What follows belongs to an exercise in optimizing a design on an open flow for small area, a short achievable clock period and few clock cycles; a production flow would make more cautious choices.

epsilon:
## pft_lzd
module pft_lzd (
    input  wire        clk,
    input  wire        rst,           
    input  wire [7:0]  reg_addr,      
    input  wire        reg_we,
    input  wire [31:0] reg_wdata,
    output reg  [31:0] reg_rdata,
    output wire        irq,
    output reg         buf_en,
    output reg         buf_we,
    output reg  [16:0] buf_addr,
    output reg  [7:0]  buf_wdata,
    input  wire [7:0]  buf_rdata,
    output reg         out_re,
    output reg  [24:0] out_raddr,
    input  wire [7:0]  out_rdata,
    output reg         out_we,
    output reg  [24:0] out_waddr,
    output reg  [7:0]  out_wdata
);
Size in the first run: roughly 6,000 cells after synthesis, ~510 flip-flops, roughly 180 I/O pins, about 48,000 sq um of cells after synthesis.
clock: 12.0 ns
lec_check: 0
cap_margin: 20
core_margin: 2
core_utilization: 35
setup_slack_margin: 3
slew_margin: 20
synth_hierarchical: 1
standard.sh (not shown) runs the stock make flow with config.mk's settings and CLKGATE_MAP_FILE= SYNTH_SCRIPT=/design/flow/synth_recipe.tcl, a recipe that flattens the netlist after the stock synthesis.
==> flow/flow/run.sh <==
#!/bin/bash
# Own flow: the standard layout (standard.sh, unchanged synthesis), with the
# port buffers made of sky130_fd_sc_hd__buf_4 instead of the delay buffer that
# buffer_ports picks by default. Every port still gets its own buffer.
set -euo pipefail
W=$(pwd)
sed 's#^make -C \(.*\) "\${@:-finish}"$#make -C \1 "BUFFER_PORTS_ARGS=-buffer_cell sky130_fd_sc_hd__buf_4" "${@:-finish}"#' standard.sh > own_standard.sh
grep -q 'BUFFER_PORTS_ARGS=-buffer_cell sky130_fd_sc_hd__buf_4' own_standard.sh
bash own_standard.sh finish > make_finish.log 2>&1
test -s out/final.def
Modified inputs, alpha compared to epsilon
--- a/flow/design.v
+++ b/flow/design.v
@@ -96,20 +96,16 @@
                 pop = 1'b0;
         endcase
     end
     wire stream = (state >= S_CKE) && (state <= S_TRL1);
     wire [24:0] x_relh  = {blen, offm1[8:0]};
     wire [6:0]  x_b     = s0[6:0];                       
     wire [4:0]  kidx    = busy ? x_b[6:2] : reg_addr[6:2];
-    wire [31:0] tmp0, tmp1;
-    pft_lzd_tmp u_tmp0 (.a(iv0), .b(iv2), .t(tmp0));
-    pft_lzd_tmp u_tmp1 (.a(iv1), .b(iv3), .t(tmp1));
     wire [31:0] key_w;
-    pft_lzd_key u_key (.idx(kidx), .tmp0(tmp0), .tmp1(tmp1),
-                       .iv0(iv0), .iv1(iv1), .iv2(iv2), .iv3(iv3), .key(key_w));
+    pft_lzd_key u_key (.idx(kidx), .iv0(iv0), .iv1(iv1), .iv2(iv2), .iv3(iv3), .key(key_w));
     wire [31:0] x_mw    = acc - {x_relh, 7'd0};
     wire [31:0] x_mword = (x_b[1:0] == 2'd0) ? x_mw : acc;
     reg  [7:0]  x_mbyte;
     always @* begin
         case (ctrl_endian ? ~x_b[1:0] : x_b[1:0])
             2'd0: x_mbyte = x_mword[7:0];
             2'd1: x_mbyte = x_mword[15:8];
@@ -577,32 +573,27 @@
             blen       <= fin[31:16];         
             mask[15:0] <= fin[15:0];
         end
     end
 endmodule
 module pft_lzd_key (
     input  wire [4:0]  idx,
-    input  wire [31:0] tmp0, tmp1,
     input  wire [31:0] iv0, iv1, iv2, iv3,
     output wire [31:0] key
 );
-    wire [31:0] t = (idx[0] ? tmp1 : tmp0) ^ {32{idx[1]}};
+    wire [31:0] lo = idx[0] ? iv1 : iv0;
+    wire [31:0] hi = idx[0] ? iv3 : iv2;
+    wire [31:0] a  = idx[1] ? hi : lo;
+    wire [31:0] b  = idx[1] ? lo : hi;
     reg  [31:0] c;
     always @* begin
         case (idx[4:3])
             2'd0: c = iv0;
             2'd1: c = iv1;
             2'd2: c = iv2;
             default: c = iv3;
         endcase
     end
-    wire [31:0] x = idx[2] ? t : ~(t ^ c);
-    wire [31:0] y = idx[2] ? ~c : {t[30:0] | c[30:0], 1'b0};
-    assign key = x + y;
-endmodule
-module pft_lzd_tmp (
-    input  wire [31:0] a,
-    input  wire [31:0] b,
-    output wire [31:0] t
-);
-    assign t = a + ~b;
+    wire [31:0] cs = idx[2] ? ~c : c;
+    wire [31:0] k  = idx[2] ? {31'd0, idx[1]} : (idx[1] ? 32'd0 : 32'hFFFF_FFFF);
+    assign key = a + ~b + cs + k;
 endmodule
## What came out
- alpha finished all stages; however, its layout fails the closing checks, the failures being max-capacitance violations, max-slew violations.
- epsilon → alpha: number of post-CTS setup repair buffers higher, synthesized cell count decreased by 622 relative to the old numbers.
- Diff epsilon and alpha: final period demand of the worst path lower in epsilon
- Changes observed in alpha relative to epsilon: well tap count dropped about 3%; final non-filler cell area dropped 4.2%; share of final layout cell area taken by non-clock buffers climbed 0.28 points; wire length of the first global-routing pass dropped about 7%.
- [compare] base=epsilon new=alpha: final worst-path setup slack shows a reduction of 0.81 ns, routed wire length per instance shows an increase of about 2.5%.
Function was not checked in any run of this note: the RTL went through the layout flow alone.

* * *

Setup of P:
Another version of the RTL of pft_lzd (not shown whole).
For scale: about 5,400 cells after synthesis, ~0.046 mm² of cells after synthesis.
==> flow/config.mk <==
export PLATFORM = sky130hd
export DESIGN_NAME = pft_lzd
export DESIGN_NICKNAME = pft_lzd
export VERILOG_FILES = /design/flow/design.v
export SDC_FILE = /design/flow/constraint.sdc
export NUM_CORES = 8
export LEC_CHECK = 0
export CAP_MARGIN = 20
export CORE_MARGIN = 2
export CORE_UTILIZATION = 35
export SETUP_SLACK_MARGIN = 3.5
export SLEW_MARGIN = 20
export SYNTH_HIERARCHICAL = 1
==> flow/constraint.sdc <==
create_clock -name core_clock -period 12.0 [get_ports {clk}]
set_input_delay 2.4000 -clock core_clock [delete_from_list [all_inputs] [get_ports {clk}]]
set_output_delay 2.4000 -clock core_clock [all_outputs]
set_load 0.01 [all_outputs]
==> flow/flow/run.sh <==
#!/bin/bash
# Own flow: the standard layout (standard.sh, unchanged synthesis), with the
# port buffers made of sky130_fd_sc_hd__buf_1 instead of the delay buffer that
# buffer_ports picks by default (every port still gets its own buffer), and
# timing repair allowed to change a cell's footprint (MATCH_CELL_FOOTPRINT=0;
# detailed placement runs after every repair).
set -euo pipefail
W=$(pwd)
sed 's#^make -C \(.*\) "\${@:-finish}"$#make -C \1 "BUFFER_PORTS_ARGS=-buffer_cell sky130_fd_sc_hd__buf_1" MATCH_CELL_FOOTPRINT=0 "${@:-finish}"#' standard.sh > own_standard.sh
grep -q 'MATCH_CELL_FOOTPRINT=0' own_standard.sh
bash own_standard.sh finish > make_finish.log 2>&1
test -s out/final.def
Here is what was changed in the inputs of Q compared with P.
--- a/flow/design.v
+++ b/flow/design.v
@@ -320,23 +320,22 @@
                     nstate = S_XR;
                 end
             end
             S_XR: nstate = S_XW;
             S_XW: if (cnt == 23'd1) fin_done = 1'b1; else nstate = S_XR;
             default: nstate = S_IDLE;
         endcase
         if (flt || fin_done) nstate = S_IDLE;
     end
-    wire [10:0] rd_off  = (state == S_CP1) ? cp_off : offm1;
-    wire        rd_cin  = (state == S_CP1) || ((state == S_CPY) && (offm1 != 11'd0));
-    wire [11:0] rd_lo   = {1'b0, oc[10:0]} + {1'b0, ~rd_off} + {11'd0, rd_cin};
-    wire [13:0] oc_hm1  = oc[24:11] - 14'd1;
-    wire [24:0] cp_raddr = {rd_lo[11] ? oc[24:11] : oc_hm1, rd_lo[10:0]};
+    wire [24:0] cp_raddr;
+    pft_lzd_raddr u_raddr (.oc(oc[24:0]), .off((state == S_CP1) ? cp_off : offm1),
+                           .cin((state == S_CP1) || ((state == S_CPY) && (offm1 != 11'd0))),
+                           .raddr(cp_raddr));
     always @* begin
         buf_en    = 1'b0;
         buf_we    = 1'b0;
         buf_addr  = sp_inc[16:0];
         buf_wdata = buf_rdata ^ x_mbyte;
         out_re    = 1'b0;
         out_raddr = cp_raddr;
         out_we    = 1'b0;
         out_waddr = oc[24:0];
@@ -607,9 +606,17 @@
             2'd1: c = iv1;
             2'd2: c = iv2;
             default: c = iv3;
         endcase
     end
     wire [31:0] x = idx[2] ? t : ~(t ^ c);
     wire [31:0] y = idx[2] ? ~c : {t[30:0] | c[30:0], 1'b0};
     assign key = x + y;
 endmodule
+module pft_lzd_raddr (
+    input  wire [24:0] oc,
+    input  wire [10:0] off,
+    input  wire        cin,
+    output wire [24:0] raddr
+);
+    assign raddr = oc + {14'h3FFF, ~off} + {24'd0, cin};
+endmodule
Results
- Q ended up with a lower layout cell share with drive strength beyond 1 than P did.
- Summary of the comparison: via count of the first global-routing pass is lower in Q, relative to P.
- In Q, the wire length on met3 came out about 8% below the value in P.
- Q vs P, multi-input gate share of total cell area went up by 0.45 points.
- Floorplan die height essentially unchanged between P and Q.
- Taking P as 1.0, Q lands at 1.06 on number of unique standard cell types used by synthesis.
- P and Q ended up with roughly the same area of all placed cells without fillers.
- On clock-buffer cell count: between Q and P, it ends up lower for P.
- Global router's overall resource usage of P is on par with Q.
- On synthesized area, Q and P are neck and neck.
- P -> Q: total wire length flat
Function was not checked in any run of this note: the RTL went through the layout flow alone.

* * *

pft_lzd, a different RTL version from the one above (not shown whole).
Size in the first run: roughly 6000 cells after synthesis, ~550 flip-flops, about 180 I/O pins, roughly 48000 sq um of cells after synthesis.
export LEC_CHECK = 0
export CAP_MARGIN = 20
export CORE_MARGIN = 2
export CORE_UTILIZATION = 35
export SETUP_SLACK_MARGIN = 4
export SLEW_MARGIN = 20
create_clock -name core_clock -period 12.0 [get_ports {clk}]
run.sh (not shown) runs the stock make flow with config.mk's settings and CLKGATE_MAP_FILE= SYNTH_SCRIPT=/design/flow/synth_recipe.tcl, a recipe that flattens the netlist after the stock synthesis.
Stock flow here: none of the scripts above is used.
The starting point finished with timing, DRC and antenna clean.
Rerun with:
--- a/flow/design.v
+++ b/flow/design.v
@@ -93,29 +93,30 @@
             default:
                 pop = 1'b0;
         endcase
     end
     wire stream = (state >= S_CKE) && (state <= S_TRL1);
     wire [31:0] x_diff  = {14'd0, ic} - xbase;           
-    wire [6:0]  x_b     = ic[6:0] - xbase[6:0];          
+    wire [6:0]  x_b     = x_diff[6:0];                   
     wire [4:0]  kidx    = busy ? x_b[6:2] : reg_addr[6:2];
-    wire [31:0] tmp0    = iv0 + ~iv2;
-    wire [31:0] tmp1    = iv1 + ~iv3;
-    wire [31:0] k_t     = (kidx[0] ? tmp1 : tmp0) ^ {32{kidx[1]}};
+    wire [31:0] k_lo    = kidx[0] ? iv1 : iv0;
+    wire [31:0] k_hi    = kidx[0] ? iv3 : iv2;
+    wire [31:0] k_a     = kidx[1] ? k_hi : k_lo;
+    wire [31:0] k_b     = kidx[1] ? k_lo : k_hi;
     reg  [31:0] k_c;
     always @* begin
         case (kidx[4:3])
             2'd0: k_c = iv0;
             2'd1: k_c = iv1;
             2'd2: k_c = iv2;
             default: k_c = iv3;
         endcase
     end
-    wire [31:0] k_x     = kidx[2] ? k_t : ~(k_t ^ k_c);
-    wire [31:0] k_y     = kidx[2] ? ~k_c : {k_t[30:0] | k_c[30:0], 1'b0};
-    wire [31:0] key_w   = k_x + k_y;
+    wire [31:0] k_cs    = kidx[2] ? ~k_c : k_c;
+    wire [31:0] k_const = kidx[2] ? {31'd0, kidx[1]} : (kidx[1] ? 32'd0 : 32'hFFFF_FFFF);
+    wire [31:0] key_w   = k_a + ~k_b + k_cs + k_const;
     wire [31:0] x_mw    = key_w - {x_diff[31:7], 7'd0};
     reg  [7:0]  x_mbyte;
     always @* begin
         case (ctrl_endian ? ~x_b[1:0] : x_b[1:0])
             2'd0: x_mbyte = acc[7:0];
             2'd1: x_mbyte = acc[15:8];
The new run completed with no timing, DRC or antenna violations.
Routed wire length went up by 11%.
Non-clock buffer count rose by 337.
Register-to-register slack degrades by 130 ps.
Cell count shrinks by 0.75%.
Clock-buffer cell count shrinks by 12.
Final area came out higher by 6.6%.
First-iteration DRC count came out lower by 1.8%.
Global-route usage rose by 4.2 points.
Function was not checked in any run of this note: the RTL went through the layout flow alone.

[separate check: timing with driven ports]
Ports are ideal in the flow. The routed layouts listed here were re-timed in OpenROAD.
Step 1 (the two cells are an assumption about what drives the block):
set clk [get_ports {clk}]
set_driving_cell -lib_cell sky130_fd_sc_hd__clkbuf_16 $clk
set_driving_cell -lib_cell sky130_fd_sc_hd__buf_2 [delete_from_list [all_inputs] $clk]
Step 2 also shifts input and output timing later by t, the mid clock arrival at the registers, as if the neighbouring blocks saw the same clock.
a / b / c = no drivers / after step 1 / after step 2; a / b = the first two.
| run | shift t [ns] | setup slack, ns | worst register clock-pin slew, ns |
|---|---|---|---|
| epsilon | 0.763 | 3.009 / 2.944 / 2.944 | 0.07 / 0.07 |
| alpha | 0.728 | 2.196 / 2.131 / 2.131 | 0.07 / 0.07 |
| P | 0.742 | 3.417 / 3.376 / 3.271 | 0.07 / 0.07 |
| Q | 0.776 | 3.357 / 3.245 / 3.140 | 0.08 / 0.08 |
| the first run of note 3 | 0.760 | 2.487 / 2.426 / 2.455 | 0.07 / 0.07 |
| the second run of note 3 | 0.784 | 1.959 / 1.878 / 1.937 | 0.07 / 0.07 |
For Q, which loses most, drivers alone change the setup slack by -0.112 ns; drivers and shift together by -0.217 ns.
